Source: an optimization exercise on an open RTL-to-GDS flow (aim: small area). Production flows keep margins and buffers that such runs may drop.
Only simulation tests tie the RTL to the original design; equivalence was not proved.
The clock input has no modelled driver; a real chip could not lean on it and would need a root buffer or a full tree.
Power is estimated from default activity; no workload was simulated.

Setup of run 1:
==> flow/design.v <==
module mhz14a_decoder (
    input  wire        clk,
    input  wire [13:0] in_word,
    output wire [1:0]  st,
    output wire [3:0]  cnt,
    output wire [7:0]  buf0,
    output wire [7:0]  buf1,
    output wire [7:0]  buf2,
    output wire [7:0]  buf3,
    output wire [7:0]  buf4,
    output wire [7:0]  buf5,
    output wire [7:0]  buf6,
    output wire [7:0]  buf7,
    output wire [7:0]  buf8,
    output wire        pol,
    output wire [1:0]  err,
    output wire [7:0]  csa,
    output wire        ok,
    output wire        warn,
    output wire [15:0] conc,
    output wire        done,
    output wire        failed,
    output wire [7:0]  frame_csum,
    output wire        frame_ok,
    output wire [15:0] frame_conc,
    output wire        log_warn,
    output wire        log_err,
    output wire [7:0]  log_val
);
    wire [7:0] w_d = in_word[7:0];
    wire       w_v = in_word[8];
    wire       w_e = in_word[9];
    wire       w_s = in_word[10];
    wire       w_b = in_word[11];
    wire       w_i = in_word[12];
    wire       w_r = in_word[13];
    wire clr     = w_r | w_b;
    wire op_xerr = !clr && w_e;
    wire op_sent = !clr && !w_e && w_s;
    wire op_byte = !clr && !w_e && !w_s && w_v;
    reg [1:0] st_q;
    reg [3:0] cnt_q;
    reg [7:0] b0, b1, b2, b3, b4, b5, b6, b7, b8;
    reg       pol_q;
    reg [7:0] nsum_q;
    reg       ok_q;
    wire idle  = !st_q[1] && !st_q[0];
    wire await = !st_q[1] &&  st_q[0];
    wire cnt9  = cnt_q[3] && cnt_q[0];
    wire accept = op_byte && await;
    wire [7:0] we;
    assign we[0] = accept && !cnt_q[3] && cnt_q[2:0] == 3'd0;
    assign we[1] = accept && !cnt_q[3] && cnt_q[2:0] == 3'd1;
    assign we[2] = accept && !cnt_q[3] && cnt_q[2:0] == 3'd2;
    assign we[3] = accept && !cnt_q[3] && cnt_q[2:0] == 3'd3;
    assign we[4] = accept && !cnt_q[3] && cnt_q[2:0] == 3'd4;
    assign we[5] = accept && !cnt_q[3] && cnt_q[2:0] == 3'd5;
    assign we[6] = accept && !cnt_q[3] && cnt_q[2:0] == 3'd6;
    assign we[7] = accept && !cnt_q[3] && cnt_q[2:0] == 3'd7;
    wire complete = accept && cnt_q[3];
    wire [7:0] checksum = nsum_q;
    wire cmp_ok = (w_d == checksum);
    assign frame_csum = checksum;
    assign frame_ok   = cnt9 ? ok_q : (checksum == 8'd0);
    assign frame_conc = {b2, b3};
    assign log_warn = complete && !cmp_ok &&  pol_q;
    assign log_err  = complete && !cmp_ok && !pol_q;
    assign log_val  = {8{complete && !cmp_ok}} & checksum;
    wire sum_en = we[1] | we[2] | we[3] | we[4] | we[5] | we[6];
    wire [7:0] nsum_nx = nsum_q - ({8{sum_en}} & w_d);
    always @(posedge clk) begin
        b0 <= ({8{!clr}} & b0) | ({8{we[0]}} & w_d);
        b1 <= ({8{!clr}} & b1) | ({8{we[1]}} & w_d);
        b2 <= ({8{!clr}} & b2) | ({8{we[2]}} & w_d);
        b3 <= ({8{!clr}} & b3) | ({8{we[3]}} & w_d);
        b4 <= ({8{!clr}} & b4) | ({8{we[4]}} & w_d);
        b5 <= ({8{!clr}} & b5) | ({8{we[5]}} & w_d);
        b6 <= ({8{!clr}} & b6) | ({8{we[6]}} & w_d);
        b7 <= ({8{!clr}} & b7) | ({8{we[7]}} & w_d);
        b8 <= ({8{!clr}} & b8) | ({8{complete}} & w_d);
        nsum_q <= {8{!clr}} & nsum_nx;
        pol_q  <= clr ? (!w_r && w_i) : pol_q;
        ok_q   <= cnt9 ? ok_q : cmp_ok;
        if (clr)
            cnt_q <= 4'd0;
        else if (accept)
            cnt_q <= cnt_q + 4'd1;
        if (clr)
            st_q <= 2'b00;
        else if (op_xerr) begin
            if (!st_q[1])
                st_q <= 2'b11;
        end else if (op_sent) begin
            if (idle)
                st_q <= 2'b01;
        end else if (complete)
            st_q <= {1'b1, !(cmp_ok || pol_q)};
    end
    wire is_done   =  st_q[1] && !st_q[0];
    wire is_failed =  st_q[1] &&  st_q[0];
    assign st     = st_q;
    assign cnt    = cnt_q;
    assign buf0   = b0;
    assign buf1   = b1;
    assign buf2   = b2;
    assign buf3   = b3;
    assign buf4   = b4;
    assign buf5   = b5;
    assign buf6   = b6;
    assign buf7   = b7;
    assign buf8   = b8;
    assign pol    = pol_q;
    assign err    = {is_failed && cnt9, is_failed && !cnt9};
    assign csa    = {8{cnt9}} & checksum;
    assign ok     = cnt9 && ok_q;
    assign warn   = is_done && !ok_q;
    assign conc   = {16{is_done}} & {b2, b3};
    assign done   = is_done;
    assign failed = is_failed;
endmodule
clock: 10.0 ns
lec_check: 0
abc_area: 1
cap_margin: 20
core_margin: 2
core_utilization: 80
place_density: 0.85
slew_margin: 20
standard.sh (not shown) runs the stock make flow with config.mk's settings and CLKGATE_MAP_FILE= SYNTH_SCRIPT=/design/flow/synth_recipe.tcl, a recipe that flattens the netlist after the stock synthesis.
==> flow/flow/run.sh <==
#!/bin/bash
# Standard ORFS layout with two changes:
#  - synthesis is synth_recipe.tcl unchanged except that Yosys's abc call uses
#    flow/abc_area.script (a stronger area-recovery script, no buffering/upsizing)
#    and full adders are not extracted before abc (ADDER_MAP_FILE empty), so abc
#    sees the whole combinational logic. Registers are untouched (abc runs
#    without -dff, after dfflibmap), so their names and cells are the standard ones.
#  - the port buffers are the smallest buffer cell (buf_1).
#  - the clock tree is built by flow/cts_hook.tcl: FLOW_CTS_K leaf buffers and one root.
set -euo pipefail
here=$(pwd)
{
  cat <<'TCL'
proc abc {args} {
  set i [lsearch $args -script]
  if {$i >= 0} { lset args [expr {$i + 1}] $::env(FLOW_ABC_SCRIPT) }
  set j [lsearch $args -D]
  if {$j >= 0} { set args [lreplace $args $j [expr {$j + 1}]] }
  puts "flow abc: $args"
  yosys abc {*}$args
}
TCL
  cat synth_recipe.tcl
} > flow_synth.tcl
FLOW_CTS_K=4 FLOW_CTS_LEAF=sky130_fd_sc_hd__clkbuf_8 FLOW_CTS_ROOT=sky130_fd_sc_hd__clkbuf_4
export FLOW_CTS_K FLOW_CTS_LEAF FLOW_CTS_ROOT
export FLOW_ABC_SCRIPT=$here/flow/abc_area.script
bash standard.sh SYNTH_SCRIPT=$here/flow_synth.tcl ADDER_MAP_FILE= \
  "BUFFER_PORTS_ARGS=-buffer_cell sky130_fd_sc_hd__buf_1" \
  PRE_CTS_TCL=$here/flow/cts_hook.tcl finish > flow_make.log 2>&1
==> flow/flow/cts_hook.tcl <==
# PRE_CTS hook: a small hand-built clock tree replaces TritonCTS's H-tree
# (root, 8 clkbuf_8 leaves and dummy loads) for this ~90-register design.
# The register clock pins are split into CTS_K groups by k-means on their
# placed locations; each group gets one leaf buffer at its centroid, and one
# root buffer at the centroid of the leaves drives them. cts.tcl then
# legalises the buffers and continues as usual.
rename clock_tree_synthesis orfs_clock_tree_synthesis_unused
proc clock_tree_synthesis {args} {
  set K 4
  set leaf_cell sky130_fd_sc_hd__clkbuf_8
  set root_cell sky130_fd_sc_hd__clkbuf_8
  if {[info exists ::env(FLOW_CTS_K)]} { set K $::env(FLOW_CTS_K) }
  if {[info exists ::env(FLOW_CTS_LEAF)]} { set leaf_cell $::env(FLOW_CTS_LEAF) }
  if {[info exists ::env(FLOW_CTS_ROOT)]} { set root_cell $::env(FLOW_CTS_ROOT) }
  set block [ord::get_db_block]
  set dbu [$block getDbUnitsPerMicron]
  set net [$block findNet clk]
  set pins {}
  foreach it [$net getITerms] {
    set bb [[$it getInst] getBBox]
    lappend pins [list [$it getInst] [$it getMTerm] \
      [expr {([$bb xMin] + [$bb xMax]) / 2.0 / $dbu}] \
      [expr {([$bb yMin] + [$bb yMax]) / 2.0 / $dbu}]]
  }
  set n [llength $pins]
  # k-means, seeded with pins spread along the sorted x+y order
  set sorted [lsort -real -index 2 $pins]
  set cx {}
  set cy {}
  for {set k 0} {$k < $K} {incr k} {
    set p [lindex $sorted [expr {int(($k + 0.5) * $n / $K)}]]
    lappend cx [lindex $p 2]
    lappend cy [lindex $p 3]
  }
  for {set iter 0} {$iter < 50} {incr iter} {
    set assign {}
    foreach p $pins {
      set best 0
      set bd 1e30
      for {set k 0} {$k < $K} {incr k} {
        set d [expr {pow([lindex $p 2] - [lindex $cx $k], 2) + pow([lindex $p 3] - [lindex $cy $k], 2)}]
        if {$d < $bd} { set bd $d; set best $k }
      }
      lappend assign $best
    }
    set nx {}
    set ny {}
    for {set k 0} {$k < $K} {incr k} {
      set sx 0.0; set sy 0.0; set c 0
      foreach p $pins a $assign {
        if {$a == $k} { set sx [expr {$sx + [lindex $p 2]}]; set sy [expr {$sy + [lindex $p 3]}]; incr c }
      }
      if {$c > 0} { lappend nx [expr {$sx / $c}]; lappend ny [expr {$sy / $c}] } else { lappend nx [lindex $cx $k]; lappend ny [lindex $cy $k] }
    }
    set cx $nx
    set cy $ny
  }
  set lx 0.0
  set ly 0.0
  set used 0
  for {set k 0} {$k < $K} {incr k} {
    set loads {}
    foreach p $pins a $assign {
      if {$a == $k} { lappend loads [get_pins [[lindex $p 0] getName]/[[lindex $p 1] getName]] }
    }
    if {[llength $loads] == 0} { continue }
    puts "clock leaf $k: [llength $loads] sinks at ([lindex $cx $k], [lindex $cy $k])"
    insert_buffer -buffer_cell $leaf_cell -net clk -load_pins $loads \
      -location [list [lindex $cx $k] [lindex $cy $k]] -buffer_name clkleaf_$k -net_name clkleaf_net_$k
    set lx [expr {$lx + [lindex $cx $k]}]
    set ly [expr {$ly + [lindex $cy $k]}]
    incr used
  }
  insert_buffer -buffer_cell $root_cell -net clk \
    -location [list [expr {$lx / $used}] [expr {$ly / $used}]] -buffer_name clkroot -net_name clkroot_net
  foreach i [$block getInsts] {
    if {[string match clkleaf_* [$i getName]] || [string match clkroot* [$i getName]]} {
      foreach it [$i getITerms] {
        set nn [$it getNet]
        if {$nn != "NULL" && [$it isOutputSignal]} { $nn setSigType CLOCK }
      }
    }
  }
  [$block findNet clk] setSigType CLOCK
}
Other scripts of this flow, unchanged in this note and not shown: flow/flow/abc_area.script
No final results exist for run 1, since it was stopped by error GPL-0301 during global placement.
### run 1 -> run 2
- PLACE_DENSITY removed (was 0.85)
- CORE_UTILIZATION changed from 80 to 60
diff --git a/flow/flow/run.sh b/flow/flow/run.sh
--- a/flow/flow/run.sh
+++ b/flow/flow/run.sh
@@ -24,3 +24,3 @@
 } > flow_synth.tcl
-FLOW_CTS_K=4 FLOW_CTS_LEAF=sky130_fd_sc_hd__clkbuf_8 FLOW_CTS_ROOT=sky130_fd_sc_hd__clkbuf_4
+FLOW_CTS_K=5 FLOW_CTS_LEAF=sky130_fd_sc_hd__clkbuf_8 FLOW_CTS_ROOT=sky130_fd_sc_hd__clkbuf_4
 export FLOW_CTS_K FLOW_CTS_LEAF FLOW_CTS_ROOT
## What came out
Run 2: done, clean on timing, DRC and antenna. Initial cell density of the core, run 1 and run 2, higher one = run 1. Going from run 1 to run 2, die boundary width climbed about 15%; I/O pin count roughly the same; total nets after synthesis held; quantity of I/O buffers inserted on ports comparable; count of unique library cells instantiated by Yosys neither gained nor lost much. Going from run 1 to run 2, placement row count grew by more than 10%. The synthesized cell count on run 2 is in line with that on run 1. Run 2 vs run 1: die extent in y up.
Modified inputs, run 3 compared to run 2
diff --git a/flow/flow/run.sh b/flow/flow/run.sh
--- a/flow/flow/run.sh
+++ b/flow/flow/run.sh
@@ -24,3 +24,3 @@
 } > flow_synth.tcl
-FLOW_CTS_K=5 FLOW_CTS_LEAF=sky130_fd_sc_hd__clkbuf_8 FLOW_CTS_ROOT=sky130_fd_sc_hd__clkbuf_4
+FLOW_CTS_K=4 FLOW_CTS_LEAF=sky130_fd_sc_hd__clkbuf_16 FLOW_CTS_ROOT=sky130_fd_sc_hd__clkbuf_4
 export FLOW_CTS_K FLOW_CTS_LEAF FLOW_CTS_ROOT
## What came out
After detailed routing, run 2 needs less wire than run 3.
The via count in run 3 was higher than what run 2 gave.
From run 2 to run 3 the numbers moved as follows: combinational power share lost 0.2 points; setup slack picked up an extra 0.0090 ns; clock group share of total power picked up an extra 3.7 points; maximum clock frequency neither gained nor lost much; final period utilization neither gained nor lost much.
On per-instance average area after synthesis, run 3 and run 2 are neck and neck.
In run 2 and run 3 the design's own scripts or RTL, not TritonCTS, make the clock network.

## port drivers added, routing unchanged
No port has a modelled driver above. Below, the same layouts with a new extraction and two added sets of constraints.
Step 1, drivers: a clkbuf_16 drives clk and a buf_2 each remaining input, both assumed.
Step 2 adds t to the input delays and takes it off the output delays; t is the mean of the earliest and latest rising clock arrival at the registers after step 1. Input paths then give back, and output paths get back, about the clock's delay inside the block.
Slacks: ideal ports / drivers / drivers and shift; pairs: ideal ports / drivers.
| run | shift t [ns] | slack for setup (ns) | worst hold slack (ns) | cell pins on the clock port's net |
|---|---|---|---|---|
| run 2 | 0.411 | 3.605 / 3.578 / 3.578 | 0.468 / 0.468 / 0.468 | 1 |
| run 3 | 0.432 | 3.614 / 3.589 / 3.589 | 0.464 / 0.464 / 0.464 | 1 |
After both steps setup and hold are still met in every run listed. The setup slack of run 2, which loses most, moves by -0.027 ns with the drivers and by -0.027 ns with both steps.
